Context: an optimization exercise on an open-source flow, tuned for small area. The choices shown serve that exercise and are no tape-out recipe.
At most, simulation tests tie the RTL to the original design; equivalence was not proved.
Power and IR drop assume default switching activity.

==> job 9012 <==
==> flow/design.v <==
module bdsp_analyser (
    input  wire        clk,
    input  wire        rst,
    input  wire        start,
    input  wire [11:0] blob_len,
    input  wire [7:0]  en0,
    input  wire [7:0]  en1,
    input  wire        in_valid,
    input  wire [7:0]  in_data,
    output wire        in_ready,
    output wire        done,
    output wire        malformed,
    output wire [7:0]  on0,
    output wire [7:0]  on1,
    output wire [7:0]  off0,
    output wire [7:0]  off1,
    output wire [7:0]  gs0,
    output wire [7:0]  xt0,
    output wire [7:0]  xt1,
    output wire [7:0]  ctgt_ae0,
    output wire [7:0]  ctgt_ae1,
    output wire [7:0]  ctgt_gen,
    output wire [7:0]  ctgt_base,
    output wire [3:0]  ncoef,
    output wire [1:0]  mode,
    output wire [1:0]  sinsel,
    output wire        genstop,
    output wire [1:0]  mdir,
    output wire [1:0]  bdir0,
    output wire [1:0]  bdir1,
    output wire        reg_valid,
    output wire [7:0]  reg_flags,
    output wire [55:0] reg_val,
    output wire [3:0]  int_app,
    output wire [15:0] int_addr,
    output wire [7:0]  int_nbytes
);
    localparam [2:0] S_IDLE = 3'b000, S_HDR = 3'b001, S_BODY = 3'b010,
                     S_DOK  = 3'b100, S_DMAL = 3'b101;
    localparam [1:0] K_SKIP = 2'd0, K_FW = 2'd1, K_COEF = 2'd2, K_REG = 2'd3;
    reg  [2:0]  st;
    reg  [11:0] rem;       
    reg  [11:0] crem;      
    reg  [6:0]  cnt;       
    reg  [1:0]  kind;
    reg  [3:0]  app;
    reg  [4:0]  sa;        
    reg         sa_ok;     
    reg  [3:0]  nhi;       
    reg  [13:0] q;         
    reg  [13:0] p;         
    reg  [14:0] seen;      
    reg  [14:0] ctgt;      
    reg         seen_fw;
    reg  [3:0]  ncnt;
    reg         fb;        
    reg  [1:0]  sins;
    reg  [1:0]  md, bd0, bd1;
    reg         rv;
    reg  [7:0]  rf;
    reg  [55:0] rvl;
    reg  [15:0] iaddr;
    reg  [7:0]  inb;
    wire in_hdr   = (st == S_HDR);
    wire in_body  = (st == S_BODY);
    wire at_chunk = in_hdr && (cnt[2:0] == 3'd0);
    wire rem_lt8  = (rem[11:3] == 9'd0);
    assign in_ready  = in_body || (in_hdr && !(at_chunk && rem_lt8));
    assign done      = st[2];
    assign malformed = st[0];
    assign on0  = {p[0] & ~q[0], p[7:1] & ~q[7:1]};
    assign off0 = {p[0] &  q[0], p[7:1] &  q[7:1]};
    assign on1  = {2'b00, p[13:8] & ~q[13:8]};
    assign off1 = {2'b00, p[13:8] &  q[13:8]};
    assign genstop = rv & rf[7];
    assign gs0  = {genstop & q[0] & ~p[0], 7'd0};
    assign xt0       = {ctgt[0], ctgt[7:1]};
    assign xt1       = {2'b00, ctgt[13:8]};
    assign ctgt_gen  = {7'd0, ctgt[0]};
    assign ctgt_ae0  = {1'b0, ctgt[7:1]};
    assign ctgt_ae1  = {2'b00, ctgt[13:8]};
    assign ctgt_base = {7'd0, ctgt[14]};
    assign ncoef  = ncnt;
    assign mode   = (ncnt == 4'd0) ? 2'd0 : ((ncnt[3:1] != 3'd0) || fb) ? 2'd1 : 2'd2;
    assign sinsel = sins;
    assign mdir   = md;
    assign bdir0  = bd0;
    assign bdir1  = bd1;
    assign reg_valid = rv;
    assign reg_flags = rf;
    assign reg_val   = rvl;
    assign int_app[0] = ctgt[1] | ctgt[3] | ctgt[5] | ctgt[7] | ctgt[9] | ctgt[11] | ctgt[13];
    assign int_app[1] = ctgt[2] | ctgt[3] | ctgt[6] | ctgt[7] | ctgt[10] | ctgt[11] | ctgt[14];
    assign int_app[2] = ctgt[4] | ctgt[5] | ctgt[6] | ctgt[7] | ctgt[12] | ctgt[13] | ctgt[14];
    assign int_app[3] = |ctgt[14:8];
    assign int_addr   = iaddr;
    assign int_nbytes = inb;
    wire        take   = in_valid && in_ready;
    wire        z      = (in_data == 8'd0);
    wire        dir_ok = (in_data[7:2] == 6'd0) && !(in_data[1] && in_data[0]);
    wire [11:0] len    = {crem[11:8], in_data};
    wire [11:0] n      = {nhi, in_data};
    wire [6:0]  cnt_inc = (cnt == 7'd127) ? cnt : cnt + 7'd1;
    wire [4:0]  sin_w  = 5'd17 - sa;            
    wire        is_fw   = (kind == K_FW);
    wire        is_coef = (kind == K_COEF);
    wire        is_greg = (kind == K_REG) && (app == 4'd0);
    always @(posedge clk) begin
        if (rst) begin
            st <= S_IDLE;
        end else begin
            case (st)
            S_IDLE: begin
                cnt     <= 7'd0;
                p       <= 14'd0;
                seen    <= 15'd0;
                ctgt    <= 15'd0;
                seen_fw <= 1'b0;
                ncnt    <= 4'd0;
                sins    <= 2'd0;
                md      <= 2'd2;
                bd0     <= 2'd2;
                bd1     <= 2'd2;
                rv      <= 1'b0;
                if (start) begin
                    st  <= S_HDR;
                    rem <= blob_len;
                    q   <= {en1[5:0], en0[6:0], en0[7]};
                end
            end
            S_HDR: begin
                if (at_chunk && rem_lt8) begin
                    st <= (rem[2:0] == 3'd0) ? S_DOK : S_DMAL;
                end else if (take) begin
                    rem <= rem - 12'd1;
                    cnt <= cnt + 7'd1;
                    case (cnt[2:0])
                    3'd0: kind <= z ? K_FW : K_SKIP;
                    3'd1: if (!z) kind <= K_SKIP;
                    3'd2: if (kind != K_SKIP)
                              kind <= (in_data[7:2] == 6'd0) ? in_data[1:0] : K_SKIP;
                    3'd3: begin
                        app <= in_data[3:0];
                        if (kind == K_FW) begin
                            if (!z) kind <= K_SKIP;
                        end else if (in_data[7:4] != 4'd0 || in_data[3:0] == 4'd15) begin
                            kind <= K_SKIP;
                        end
                    end
                    3'd4, 3'd5: if (!z) st <= S_DMAL;
                    3'd6: begin
                        crem[11:8] <= in_data[3:0];
                        if (in_data[7:4] != 4'd0) st <= S_DMAL;
                    end
                    3'd7: begin
                        crem <= len;
                        cnt  <= 7'd0;
                        if (len >= rem) begin
                            st <= S_DMAL;
                        end else begin
                            case (kind)
                            K_FW: begin
                                seen_fw <= 1'b1;
                                st <= (seen_fw || len < 12'd17) ? S_DMAL : S_BODY;
                            end
                            K_COEF: begin
                                seen[app] <= 1'b1;
                                st <= (seen[app] || len < 12'd9) ? S_DMAL : S_BODY;
                            end
                            K_REG: begin
                                if (app == 4'd0) rv <= 1'b1;
                                st <= (len < 12'd8 || (app == 4'd0 && rv)) ? S_DMAL : S_BODY;
                            end
                            default:
                                if (len != 12'd0) st <= S_BODY;
                            endcase
                        end
                    end
                    endcase
                end
            end
            S_BODY: begin
                if (take) begin
                    rem  <= rem - 12'd1;
                    crem <= crem - 12'd1;
                    cnt  <= cnt_inc;
                    if (is_fw && cnt < 7'd17) begin
                        if (!dir_ok) st <= S_DMAL;
                        case (cnt[4:0])
                        5'd14: md  <= in_data[1:0];
                        5'd15: bd0 <= in_data[1:0];
                        5'd16: bd1 <= in_data[1:0];
                        default:
                            if (q[cnt[3:0]] ? z : (in_data == 8'd1)) p[cnt[3:0]] <= 1'b1;
                        endcase
                    end
                    if (is_coef) begin
                        case (cnt)
                        7'd0, 7'd1, 7'd5, 7'd6: if (!z) st <= S_DMAL;
                        7'd2: begin
                            if (ncnt == 4'd0) iaddr[15:8] <= in_data;
                            sa_ok <= z;
                        end
                        7'd3: begin
                            if (ncnt == 4'd0) iaddr[7:0] <= in_data;
                            sa <= in_data[4:0];
                            if (in_data[7:5] != 3'd0 || in_data[4:0] > 5'd16) sa_ok <= 1'b0;
                        end
                        7'd4: if (ncnt == 4'd0) fb <= (in_data != 8'd1);
                        7'd7: begin
                            nhi <= in_data[3:0];
                            if (in_data[7:4] != 4'd0) st <= S_DMAL;
                        end
                        7'd8: begin
                            cnt <= 7'd127;
                            if (in_data[1:0] != 2'd0 || n >= crem) begin
                                st <= S_DMAL;
                            end else if (n != 12'd0) begin
                                ncnt <= ncnt + 4'd1;
                                ctgt[app] <= 1'b1;
                                if (ncnt == 4'd0) begin
                                    inb <= in_data;
                                    if (n > 12'd160) fb <= 1'b1;
                                end
                                if (app == 4'd0 && sa_ok && n[11:2] >= {5'd0, sin_w})
                                    cnt <= {sa + 5'd14, 2'b11};
                            end
                        end
                        7'd126: sins <= in_data[0] ? 2'd2 : 2'd1;
                        default: ;
                        endcase
                    end
                    if (is_greg) begin
                        if (cnt == 7'd0) rf <= in_data;
                        if (cnt[6:3] == 4'd0 && cnt[2:0] != 3'd0)
                            rvl[(cnt[2:0] - 3'd1) * 8 +: 8] <= in_data;
                    end
                    if (crem == 12'd1) begin
                        st  <= S_HDR;
                        cnt <= 7'd0;
                    end
                    if (is_fw && cnt < 7'd17 && !dir_ok) st <= S_DMAL;
                    if (is_coef && (cnt == 7'd0 || cnt == 7'd1 || cnt == 7'd5 || cnt == 7'd6) && !z)
                        st <= S_DMAL;
                    if (is_coef && cnt == 7'd7 && in_data[7:4] != 4'd0) st <= S_DMAL;
                    if (is_coef && cnt == 7'd8 && (in_data[1:0] != 2'd0 || n >= crem)) st <= S_DMAL;
                end
            end
            default: begin
                st <= S_IDLE;
            end
            endcase
        end
    end
endmodule
==> flow/run.sh <==
#!/bin/bash
# synth_recipe.tcl (not shown) runs the flow's synth.tcl, then flattens the netlist and writes it again
# the make line also repeats each setting of config.mk as NAME=value (left out here)
make -C /OpenROAD-flow-scripts/flow DESIGN_CONFIG=/design/flow/config.mk WORK_HOME=/design/flow/orfs CLKGATE_MAP_FILE= SYNTH_SCRIPT=/design/flow/synth_recipe.tcl finish
==> flow/config.mk <==
export PLATFORM = sky130hd
export DESIGN_NAME = bdsp_analyser
export DESIGN_NICKNAME = bdsp_analyser
export VERILOG_FILES = /design/flow/design.v
export SDC_FILE = /design/flow/constraint.sdc
export NUM_CORES = 4
export LEC_CHECK = 0
export CAP_MARGIN = 20
export CORE_MARGIN = 2
export CORE_UTILIZATION = 40
export PLACE_DENSITY = 0.6
export SLEW_MARGIN = 20
==> flow/constraint.sdc <==
create_clock -name core_clock -period 6.0 [get_ports {clk}]
set_input_delay 1.2000 -clock core_clock [delete_from_list [all_inputs] [get_ports {clk}]]
set_output_delay 1.2000 -clock core_clock [all_outputs]
set_load 0.01 [all_outputs]
==> inputs of job 8164, as changes to job 9012 <==
--- a/flow/design.v
+++ b/flow/design.v
@@ -106,4 +106,19 @@
     wire        is_coef = (kind == K_COEF);
     wire        is_greg = (kind == K_REG) && (app == 4'd0);
+    wire        idle    = (st == S_IDLE);
+    wire        hdr7    = in_hdr && take && (cnt[2:0] == 3'd7);
+    wire        btake   = in_body && take;
+    wire [15:0] app_dec = 16'd1 << app;
+    wire [15:0] slot_dec = 16'd1 << cnt[3:0];
+    wire        dir_hit = q[cnt[3:0]] ? z : (in_data == 8'd1);
+    wire        coef8_ne = btake && is_coef && (cnt == 7'd8) && (n != 12'd0);
+    always @(posedge clk) begin
+        p       <= {14{!idle}} & (p | ({14{btake && is_fw && cnt[6:4] == 3'd0 && dir_hit}} & slot_dec[13:0]));
+        seen    <= {15{!idle}} & (seen | ({15{hdr7 && kind == K_COEF}} & app_dec[14:0]));
+        ctgt    <= {15{!idle}} & (ctgt | ({15{coef8_ne}} & app_dec[14:0]));
+        seen_fw <= !idle & (seen_fw | (hdr7 && kind == K_FW));
+        rv      <= !idle & (rv | (hdr7 && kind == K_REG && app == 4'd0));
+    end
+    integer i;
     always @(posedge clk) begin
         if (rst) begin
@@ -113,8 +128,4 @@
             S_IDLE: begin
                 cnt     <= 7'd0;
-                p       <= 14'd0;
-                seen    <= 15'd0;
-                ctgt    <= 15'd0;
-                seen_fw <= 1'b0;
                 ncnt    <= 4'd0;
                 sins    <= 2'd0;
@@ -122,5 +133,4 @@
                 bd0     <= 2'd2;
                 bd1     <= 2'd2;
-                rv      <= 1'b0;
                 if (start) begin
                     st  <= S_HDR;
@@ -156,18 +166,13 @@
                         crem <= len;
                         cnt  <= 7'd0;
-                        if (len >= rem) begin
-                            st <= S_DMAL;
-                        end else begin
+                        begin
                             case (kind)
                             K_FW: begin
-                                seen_fw <= 1'b1;
                                 st <= (seen_fw || len < 12'd17) ? S_DMAL : S_BODY;
                             end
                             K_COEF: begin
-                                seen[app] <= 1'b1;
                                 st <= (seen[app] || len < 12'd9) ? S_DMAL : S_BODY;
                             end
                             K_REG: begin
-                                if (app == 4'd0) rv <= 1'b1;
                                 st <= (len < 12'd8 || (app == 4'd0 && rv)) ? S_DMAL : S_BODY;
                             end
@@ -181,4 +186,5 @@
             end
             S_BODY: begin
+                if (rem == 12'd0) st <= S_DMAL;
                 if (take) begin
                     rem  <= rem - 12'd1;
@@ -191,6 +197,5 @@
                         5'd15: bd0 <= in_data[1:0];
                         5'd16: bd1 <= in_data[1:0];
-                        default:
-                            if (q[cnt[3:0]] ? z : (in_data == 8'd1)) p[cnt[3:0]] <= 1'b1;
+                        default: ;
                         endcase
                     end
@@ -218,5 +223,4 @@
                             end else if (n != 12'd0) begin
                                 ncnt <= ncnt + 4'd1;
-                                ctgt[app] <= 1'b1;
                                 if (ncnt == 4'd0) begin
                                     inb <= in_data;
@@ -233,6 +237,6 @@
                     if (is_greg) begin
                         if (cnt == 7'd0) rf <= in_data;
-                        if (cnt[6:3] == 4'd0 && cnt[2:0] != 3'd0)
-                            rvl[(cnt[2:0] - 3'd1) * 8 +: 8] <= in_data;
+                        for (i = 1; i < 8; i = i + 1)
+                            if (cnt == i) rvl[(i-1)*8 +: 8] <= in_data;
                     end
                     if (crem == 12'd1) begin
Settings changed: CORE_UTILIZATION 40 to 60, CTS_BUF_LIST from default to sky130_fd_sc_hd__clkbuf_2 sky130_fd_sc_hd__clkbuf_4, PLACE_DENSITY 0.6 to 0.75.
==> run summary <==
- Against job 8164, the sequential power of job 9012 is smaller by about 3%.
- Between job 9012 and job 8164, the lower area after synthesis is in job 8164 (gap 16%, measured against job 8164).
- In job 8164 the clock power is lower than in job 9012, by about 17%.
- Of job 9012 and job 8164, job 8164 has the higher core utilization (gap 27 points).
- Between job 9012 and job 8164, the lower synthesized cell count is in job 8164 (gap about 17%, measured against job 8164).
- Of job 8164 and job 9012, job 8164 has the higher count of clock-buffer cells in the layout (gap 49).
- Against job 9012, the clock skew of job 8164 is higher by 0.038 ns.
==> figures <==
| quantity | job 8164 | job 9012 |
|---|---|---|
| Number of global-route vias before repair | 7257 | 8435 |
| Routability-driven placement congestion ratio | 0.961 | 0.916 |
| Count of mapped cells out of synthesis | 866 | 1010 |
| Run status | complete, no violations | complete, no violations |
| Worst flop-to-flop path startpoint | cnt[0] | cnt[1] |
| Final Cycle Share | 75.3% | 78.9% |
| Simple-Gate Fraction of Synth Area | 16.6% | 14.8% |
| Number of fill cells in the layout | 1111 | 2474 |
| Ratio of total power to cell area | 294 nW/um2 | 258 nW/um2 |
| Grt met2 use | 46.2% | 31.7% |
| CP Max Fanout | 10 | 12 |
| Initial core utilization | 61.7% | 40.9% |
| Post-synth cell types | 70 | 67 |
| Footprint of the multi-input gates | 3550 um2 | 4630 um2 |
| Full die area | 17500 um2 | 30000 um2 |
| Register-to-Register Path Depth | 7 | 11 |
Function not checked in job 8164: the RTL went through the layout flow alone.

-- static timing again, ports no longer ideal --
The flow's constraints put no driver on any port. The routed layouts listed below were extracted and timed again, unchanged, in two steps.
Step 1 assumes that a clkbuf_16 drives the clock port and a buf_2 every other input.
Step 2 times the ports against the registers' clock, not the clock port: input delays grow and output delays shrink by t, the midpoint of the rising clock arrivals with the driver on.
Slacks: ideal ports / drivers / drivers and shift; pairs: ideal ports / drivers.
| run | t (ns) | setup WS [ns] | worst setup path after step 2 | pins driven straight from the clock port |
|---|---|---|---|---|
| job 9012 | 0.565 | 1.269 / 1.221 / 1.431 | input to register | 1 |
| job 8164 | 0.686 | 1.479 / 1.441 / 1.784 | input to register | 1 |
After both steps every run listed still meets setup and hold.
